Source: an optimization exercise on an open RTL-to-GDS flow (aim: small area, a short achievable clock period and few clock cycles per item). Production flows keep margins and buffers that such runs may drop. Where RTL was checked, it was by simulation tests only, not by an equivalence proof against the original. Power is estimated from default activity; no workload was simulated.

==> flow/design.v <==
module ook_dec_ohdec (
    input  wire [4:0]  wp1,
    output reg  [31:0] oh
);
    integer t;
    always @(*)
        for (t = 0; t < 32; t = t + 1)
            oh[t] = (wp1 == ((t + 1) % 32));
endmodule
module ook_dec_seldec (
    input  wire [3:0]  idx,
    input  wire [1:0]  b,
    output reg  [15:0] es,
    output reg  [3:0]  bs
);
    integer t;
    always @(*) begin
        for (t = 0; t < 16; t = t + 1) es[t] = (idx == t);
        for (t = 0; t < 4; t = t + 1)  bs[t] = (b == t);
    end
endmodule
module ook_dec_adv (
    input  wire ov,
    input  wire out_ready,
    output wire adv
);
    assign adv = !ov || out_ready;
endmodule
module ook_dec_advsel #(parameter integer W = 1) (
    input  wire         adv,
    input  wire [W-1:0] s1,
    input  wire [W-1:0] s0,
    output wire [W-1:0] y
);
    assign y = adv ? s1 : s0;
endmodule
module ook_dec (
    input  wire        clk,
    input  wire        rst,
    input  wire        dw_en,
    input  wire [3:0]  dw_idx,
    input  wire        dw_valid,
    input  wire [5:0]  dw_klen,
    input  wire [31:0] dw_key,
    input  wire [2:0]  dw_vlen,
    input  wire [31:0] dw_val,
    input  wire        in_valid,
    output wire        in_ready,
    input  wire        in_bit,
    input  wire        in_last,
    output wire        out_valid,
    input  wire        out_ready,
    output wire [1:0]  out_kind,
    output wire [7:0]  out_byte
);
    localparam integer NE = 16;
    localparam [1:0] K_BYTE = 2'd0, K_CLOSE = 2'd1, K_DONE = 2'd2;
    integer k;
    reg        rst_r;
    reg        dwr_en;
    reg [3:0]  dwr_idx;
    reg [2:0]  dwr_vlc;
    reg [4:0]  dwr_klen;
    reg [31:0] dwr_key;
    reg [31:0] dwr_val;
    always @(posedge clk) begin
        rst_r    <= rst;
        dwr_en   <= dw_en && !rst;
        dwr_idx  <= dw_idx;
        dwr_vlc  <= dw_valid ? dw_vlen : 3'b111;
        dwr_klen <= dw_klen[4:0];
        dwr_key  <= dw_key;
        dwr_val  <= dw_val;
    end
    reg [2:0]  d_vlc   [0:NE-1];
    reg [4:0]  d_klen  [0:NE-1];    
    reg [31:0] d_key   [0:NE-1];
    reg [31:0] d_val   [0:NE-1];
    always @(posedge clk) begin
        for (k = 0; k < NE; k = k + 1)
            if (dwr_en && dwr_idx == k) d_vlc[k] <= dwr_vlc;
            else if (rst_r)             d_vlc[k] <= 3'b111;
        if (dwr_en) begin
            d_klen[dwr_idx] <= dwr_klen;
            d_key[dwr_idx]  <= dwr_key;
            d_val[dwr_idx]  <= dwr_val;
        end
    end
    reg [NE-1:0] d_valid;
    always @(*)
        for (k = 0; k < NE; k = k + 1)
            d_valid[k] = !(d_vlc[k][2] && d_vlc[k][1:0] != 2'd0);
    reg        acc_r;      
    reg        bit_r, last_r;
    reg        rdy_r;
    assign in_ready = rdy_r;
    reg [31:0] sr;         
    reg [5:0]  n;          
    reg [5:0]  a;          
    reg [5:0]  wp1;        
    reg [NE-1:0] alv;      
    reg        bhit;       
    reg [3:0]  bidx;
    reg [5:0]  blen;
    reg        ended;      
    wire [31:0] oh;        
    ook_dec_ohdec u_oh (.wp1(wp1[4:0]), .oh(oh));
    reg [4:0]  q0, q1;     
    reg        qh, qt;
    reg [1:0]  qc;
    wire       qfull  = qc[1];
    wire       qempty = (qc == 2'd0);
    reg        ov;
    reg [1:0]  okind;
    reg [7:0]  obyte;
    reg [1:0]  bcnt;
    reg        topen;
    wire       adv_o, adv_s;                       
    ook_dec_adv u_adv_o (.ov(ov), .out_ready(out_ready), .adv(adv_o));
    ook_dec_adv u_adv_s (.ov(ov), .out_ready(out_ready), .adv(adv_s));
    wire       dshow = ov && okind == K_DONE;    
    wire a0    = (a == 6'd0);
    wire avail = !a0 || acc_r;
    wire [32:0] sr_x = {sr, bit_r};
    wire sbit  = sr_x[a];    
    wire fin   = ended ? (a == 6'd1) : (a0 && acc_r && last_r);
    reg [NE-1:0] m, comp, cont;
    always @(*) begin
        for (k = 0; k < NE; k = k + 1) begin
            m[k]    = d_valid[k] && alv[k] && ((|(d_key[k] & oh)) == sbit);
            comp[k] = m[k] && (d_klen[k] == wp1[4:0]);
            cont[k] = m[k] && (d_klen[k] != wp1[4:0]);
        end
    end
    reg [3:0] cidx;
    always @(*) begin
        cidx = 4'd0;
        for (k = NE - 1; k >= 0; k = k - 1)
            if (comp[k]) cidx = k[3:0];
    end
    wire chit = |comp;
    wire decide = avail && ((cont == {NE{1'b0}}) || fin);
    wire go     = avail && !(decide && qfull);
    wire push   = go && decide;
    wire       dhit = chit || bhit;
    wire [3:0] didx = chit ? cidx : bidx;
    wire [5:0] dlen = chit ? wp1 : bhit ? blen : 6'd1;
    wire [5:0] n_in = n + {5'd0, acc_r};
    always @(posedge clk) begin
        bit_r  <= in_bit;
        last_r <= in_last;
        if (acc_r) sr <= {sr[30:0], bit_r};
        acc_r <= in_valid && rdy_r && !rst;
        if (rst_r) begin
            rdy_r <= 1'b1;
            n     <= 6'd0;
            a     <= 6'd0;
            wp1   <= 6'd1;
            alv   <= {NE{1'b1}};
            bhit  <= 1'b0;
        end else begin
            rdy_r <= (n_in <= 6'd30) || (n_in == 6'd31 && !(in_valid && rdy_r));
            if (push) begin
                n    <= n_in - dlen;
                a    <= n_in - dlen;
                wp1  <= 6'd1;
                alv  <= {NE{1'b1}};
                bhit <= 1'b0;
            end else if (go) begin
                n    <= n_in;
                a    <= a + {5'd0, acc_r} - 6'd1;
                wp1  <= wp1 + 6'd1;
                alv  <= cont;
                if (chit) begin
                    bhit <= 1'b1;
                    bidx <= cidx;
                    blen <= wp1;
                end
            end else begin
                n    <= n_in;
                a    <= a + {5'd0, acc_r};
            end
        end
    end
    assign out_valid = ov;
    assign out_kind  = okind;
    assign out_byte  = obyte;
    wire [4:0]  head = qh ? q1 : q0;
    wire        hhit = head[4];
    wire [3:0]  hidx = head[3:0];
    wire [2:0]  hvl  = d_vlc[hidx];
    wire [15:0] es;
    wire [3:0]  bs;
    ook_dec_seldec u_sel (.idx(hidx), .b(bcnt), .es(es), .bs(bs));
    reg [31:0] hval;
    reg [7:0]  hbyte;
    always @(*) begin
        hval = 32'd0;
        for (k = 0; k < NE; k = k + 1)
            hval = hval | (d_val[k] & {32{es[k]}});
        hbyte = (hval[7:0]   & {8{bs[0]}}) | (hval[15:8]  & {8{bs[1]}}) |
                (hval[23:16] & {8{bs[2]}}) | (hval[31:24] & {8{bs[3]}});
    end
    wire hlast = !hhit || hvl == 3'd0 || {1'b0, bcnt} + 3'd1 == hvl;
    wire dcond = ended && (n == 6'd0) && qempty && !dshow;
    reg        nv, npop, ntopen;
    reg [1:0]  nk, nb;
    always @(*) begin
        nv     = 1'b0;
        nk     = K_BYTE;
        nb     = bcnt;
        npop   = 1'b0;
        ntopen = topen && !dshow;
        if (!qempty) begin
            npop = hlast;
            if (hhit) begin
                if (hvl != 3'd0) begin
                    nv     = 1'b1;
                    ntopen = 1'b1;
                    nb     = hlast ? 2'd0 : bcnt + 2'd1;
                end
            end else begin
                nv     = topen;
                nk     = K_CLOSE;
                ntopen = 1'b0;
            end
        end else if (dcond) begin
            nv = 1'b1;
            nk = K_DONE;
        end
    end
    wire [1:0] qc_a = qc + {1'b0, push};
    wire [8:0] st1 = {nv, nb, ntopen, qh ^ npop, qc_a - {1'b0, npop},
                      (acc_r && last_r) || (ended && !dshow)};
    wire [8:0] st0 = {ov, bcnt, topen, qh, qc_a,
                      (acc_r && last_r) || ended};
    wire [8:0] stn;
    ook_dec_advsel #(.W(9)) u_st (.adv(adv_s), .s1(st1), .s0(st0), .y(stn));
    always @(posedge clk) begin
        if (push && !qt) q0 <= {dhit, didx};
        if (push &&  qt) q1 <= {dhit, didx};
        if (adv_o) begin
            okind <= nk;
            obyte <= hbyte;
        end
        if (rst || rst_r) begin
            qt    <= 1'b0;
            {ov, bcnt, topen, qh, qc, ended} <= 9'd0;
        end else begin
            if (push) qt <= ~qt;
            {ov, bcnt, topen, qh, qc, ended} <= stn;
        end
    end
endmodule
export LEC_CHECK = 0
export CAP_MARGIN = 20
export CORE_MARGIN = 2
export CORE_UTILIZATION = 60
export CTS_CLUSTER_DIAMETER = 100
export CTS_CLUSTER_SIZE = 24
export SLEW_MARGIN = 20
export SYNTH_HIERARCHICAL = 1
create_clock -name core_clock -period 36.0 [get_ports {clk}]
standard.sh (not shown) runs the stock make flow with config.mk's settings and CLKGATE_MAP_FILE= SYNTH_SCRIPT=/design/flow/synth_recipe.tcl, a recipe that flattens the netlist after the stock synthesis.
==> flow/flow/run.sh <==
#!/bin/bash
set -euo pipefail
export BUFFER_PORTS_ARGS="-buffer_cell sky130_fd_sc_hd__buf_2"
bash standard.sh > run_standard.log 2>&1
Testbench counts at the start, summed over its fixed seeds: cycles 33,215, bits 32,818.
Change:
CAP_MARGIN = 5   (was 20)
SLEW_MARGIN = 5   (was 20)
Die area is unchanged; clock power shrinks by a few percent; total power went down slightly; core utilization shrinks by 0.36 points; via count shrinks slightly; wire length is lower slightly; worst setup slack is worse by 0.044 ns; count of clock-buffer cells in the layout is higher by 7.

---

## lagoon
Another version of the RTL of ook_dec (not shown whole).
Size in the first run: about 2900 cells after synthesis, ~97 I/O pins, ~49000 um2 of cells after synthesis.
Settings: LEC_CHECK=0, CAP_MARGIN=5, CORE_MARGIN=2, CORE_UTILIZATION=60, CTS_CLUSTER_DIAMETER=100, CTS_CLUSTER_SIZE=28, SLEW_MARGIN=5, SYNTH_HIERARCHICAL=1; clock period 36.0 ns.
Scripts as last shown in full above: flow/flow/run.sh
Testbench counts of lagoon, summed over its fixed seeds: cycles 33,215, bits 32,818.
Input-level comparison between amber and lagoon:
Settings: a change of CORE_UTILIZATION from 60 to 70.
--- outcome ---
On share of post-route cells with drive strength above 1, lagoon and amber are basically level.
lagoon -> amber: count of plain and timing-repair buffers in the layout decreased by a few percent
The final cell area excluding filler cells number comes out lower for amber vs lagoon.
Compared with lagoon, amber shows a relative slew slack that is 3.2 points higher.
Comparing lagoon against amber, there is no change at all in count of nets left with antenna violations after detail routing.
Taking lagoon as the reference, in amber worst setup slack moved down, first-pass GRT wire length moved down, wire length moved down.
Looking at lagoon and amber, the arrival time of data at the critical path endpoint is a wash.
What willow does differently from amber at the input level:
Settings: a change of CTS_CLUSTER_SIZE from 28 to 30; a change of CORE_UTILIZATION from 70 to 60.
--- outcome ---
amber ended up with fewer cell instances than willow did.
willow has number of inserted diodes above what amber had.
Non-clock buffer count (higher): willow
On worst hold slack, amber beats willow.
Maximum frequency of willow is on par with amber.
amber has a lower power dissipated by switching net loads than willow.
Power after layout: willow vs amber — no meaningful difference

---

Setup of indigo:
Another version of the RTL of ook_dec (not shown whole).
// ook_dec
module ook_dec (
    input  wire        clk,
    input  wire        rst,
    input  wire        dw_en,
    input  wire [3:0]  dw_idx,
    input  wire        dw_valid,
    input  wire [5:0]  dw_klen,
    input  wire [31:0] dw_key,
    input  wire [2:0]  dw_vlen,
    input  wire [31:0] dw_val,
    input  wire        in_valid,
    output wire        in_ready,
    input  wire        in_bit,
    input  wire        in_last,
    output wire        out_valid,
    input  wire        out_ready,
    output wire [1:0]  out_kind,
    output wire [7:0]  out_byte
);
Settings: LEC_CHECK=0, CAP_MARGIN=20, CORE_MARGIN=2, CORE_UTILIZATION=60, SLEW_MARGIN=20, SYNTH_HIERARCHICAL=1; clock period 36.0 ns.
Scripts as last shown in full above: flow/flow/run.sh
The following lists how nickel was set up differently from indigo:
--- a/flow/config.mk
+++ b/flow/config.mk
@@ -9,4 +9,7 @@
 export CORE_MARGIN = 2
 export CORE_UTILIZATION = 60
+export CTS_CLUSTER_DIAMETER = 100
+export CTS_CLUSTER_SIZE = 24
+export GPL_TIMING_DRIVEN = 0
 export SLEW_MARGIN = 20
 export SYNTH_HIERARCHICAL = 1
--- outcome ---
Cmp nickel and indigo / combinational gate power / lower: indigo
Cell area | nickel vs indigo | nickel smaller
Looking only at maximum fanout along the worst path, and setting everything else aside, the lower value of nickel and indigo goes to nickel.
Worst hold slack ends up lower on indigo.
~same critical path data arrival time in nickel and indigo
Between indigo and nickel, the flow reports first-pass GRT wire length increasing by a few percent.
nickel vs. indigo: relative contribution of combinational cells to total power now sits higher, pre-CTS worst setup slack now sits higher.
Changes in garnet relative to nickel:
==> flow/run.sh (new file) <==
#!/bin/bash
# synth_recipe.tcl (not shown) runs the flow's synth.tcl, then flattens the netlist and writes it again
# the make line also repeats each setting of config.mk as NAME=value (left out here)
make -C /OpenROAD-flow-scripts/flow DESIGN_CONFIG=/design/flow/config.mk WORK_HOME=/design/flow/orfs CLKGATE_MAP_FILE= SYNTH_SCRIPT=/design/flow/synth_recipe.tcl finish
--- a/flow/config.mk
+++ b/flow/config.mk
@@ -9,7 +9,4 @@
 export CORE_MARGIN = 2
 export CORE_UTILIZATION = 60
-export CTS_CLUSTER_DIAMETER = 100
-export CTS_CLUSTER_SIZE = 24
-export GPL_TIMING_DRIVEN = 0
 export SLEW_MARGIN = 20
 export SYNTH_HIERARCHICAL = 1
removed: flow/flow/run.sh
removed: flow/standard.sh
## What came out
garnet does worse than nickel on shortest clock period the worst path allows after layout.
Met2 wire length delta for garnet relative to nickel: 3000 microns lower
Going from nickel to garnet, share of cells above drive strength 1 up 1.7 points, worst-case setup margin in the final layout went down 0.38 ns, overall routing resource usage moved down.
Vias after detailed routing (higher): nickel
Looking at total power, garnet sits 15% higher than nickel does.
garnet vs nickel, highest metal layer with signal wires: met4 vs met5
Footprint of the flip-flops and latches delta (garnet -> nickel): insignificant
Looking at clock skew across nickel and garnet, the one that comes out lower is garnet.
nickel -> garnet: number of buffers outside the clock class in the layout decreased by more than a quarter
For the portion of the clock cycle consumed by the worst path in the final layout, garnet came in 1.1 points higher than nickel did.
Input changes introduced in zinc (baseline for comparison: garnet):
--- a/flow/config.mk
+++ b/flow/config.mk
@@ -9,4 +9,5 @@
 export CORE_MARGIN = 2
 export CORE_UTILIZATION = 60
+export CTS_BUF_LIST = sky130_fd_sc_hd__clkbuf_4 sky130_fd_sc_hd__clkbuf_8
 export SLEW_MARGIN = 20
 export SYNTH_HIERARCHICAL = 1
## What came out
Across both runs, static leakage was higher for zinc than for garnet. Diff zinc and garnet: register share of total power lower in garnet. zinc -> garnet: area of combinational cells with multiple inputs delta 0, exact match. Compared to garnet, zinc has part of the total power dissipated in the clock network 2.2 points lower. Diff garnet -> zinc: power density over cell area decreased about 3%, detailed route wirelength on metal3 increased about 1.6%, number of unique standard cell types used by synthesis essentially unchanged, overall fraction of global-route tracks in use essentially unchanged, final layout net count increased about 2%. The transition time at the pin with the least slew margin of zinc is lower than that of garnet. Compare zinc and garnet | fill cell total of the finished layout higher: zinc.
No run of this note included a check of the RTL's function; only the layout flow was run.

-- what the ideal ports hide --
The flow's constraints put no driver on any port. The routed layouts listed below were extracted and timed again, unchanged, in two steps. Step 1, drivers: a clkbuf_16 drives clk and a buf_2 each remaining input, both assumed. Step 2 also shifts input and output timing later by t, the mid clock arrival at the registers, as if the neighbouring blocks saw the same clock. Three values: ideal ports, drivers, drivers and shift; two values: the first two.
| run | t, ns | setup slack, ns | clock arrival spread, ns |
|---|---|---|---|
| the first run of note 1 | 0.718 | 27.580 / 27.509 / 27.528 | 0.029 / 0.028 |
| the second run of note 1 | 0.750 | 27.536 / 27.468 / 27.558 | 0.049 / 0.049 |
| lagoon | 0.727 | 27.560 / 27.485 / 27.097 | 0.026 / 0.026 |
| amber | 0.728 | 27.552 / 27.480 / 27.081 | 0.029 / 0.029 |
| willow | 0.718 | 27.561 / 27.491 / 27.087 | 0.030 / 0.029 |
| indigo | 0.802 | 27.521 / 27.448 / 27.019 | 0.032 / 0.032 |
| nickel | 0.720 | 27.529 / 27.456 / 27.107 | 0.053 / 0.053 |
| garnet | 0.809 | 27.150 / 27.085 / 26.703 | 0.043 / 0.043 |
| zinc | 0.938 | 27.011 / 26.946 / 26.713 | 0.044 / 0.044 |
After both steps every run listed still meets setup and hold. For indigo, which loses most, drivers alone change the setup slack by -0.073 ns; drivers and shift together by -0.502 ns.
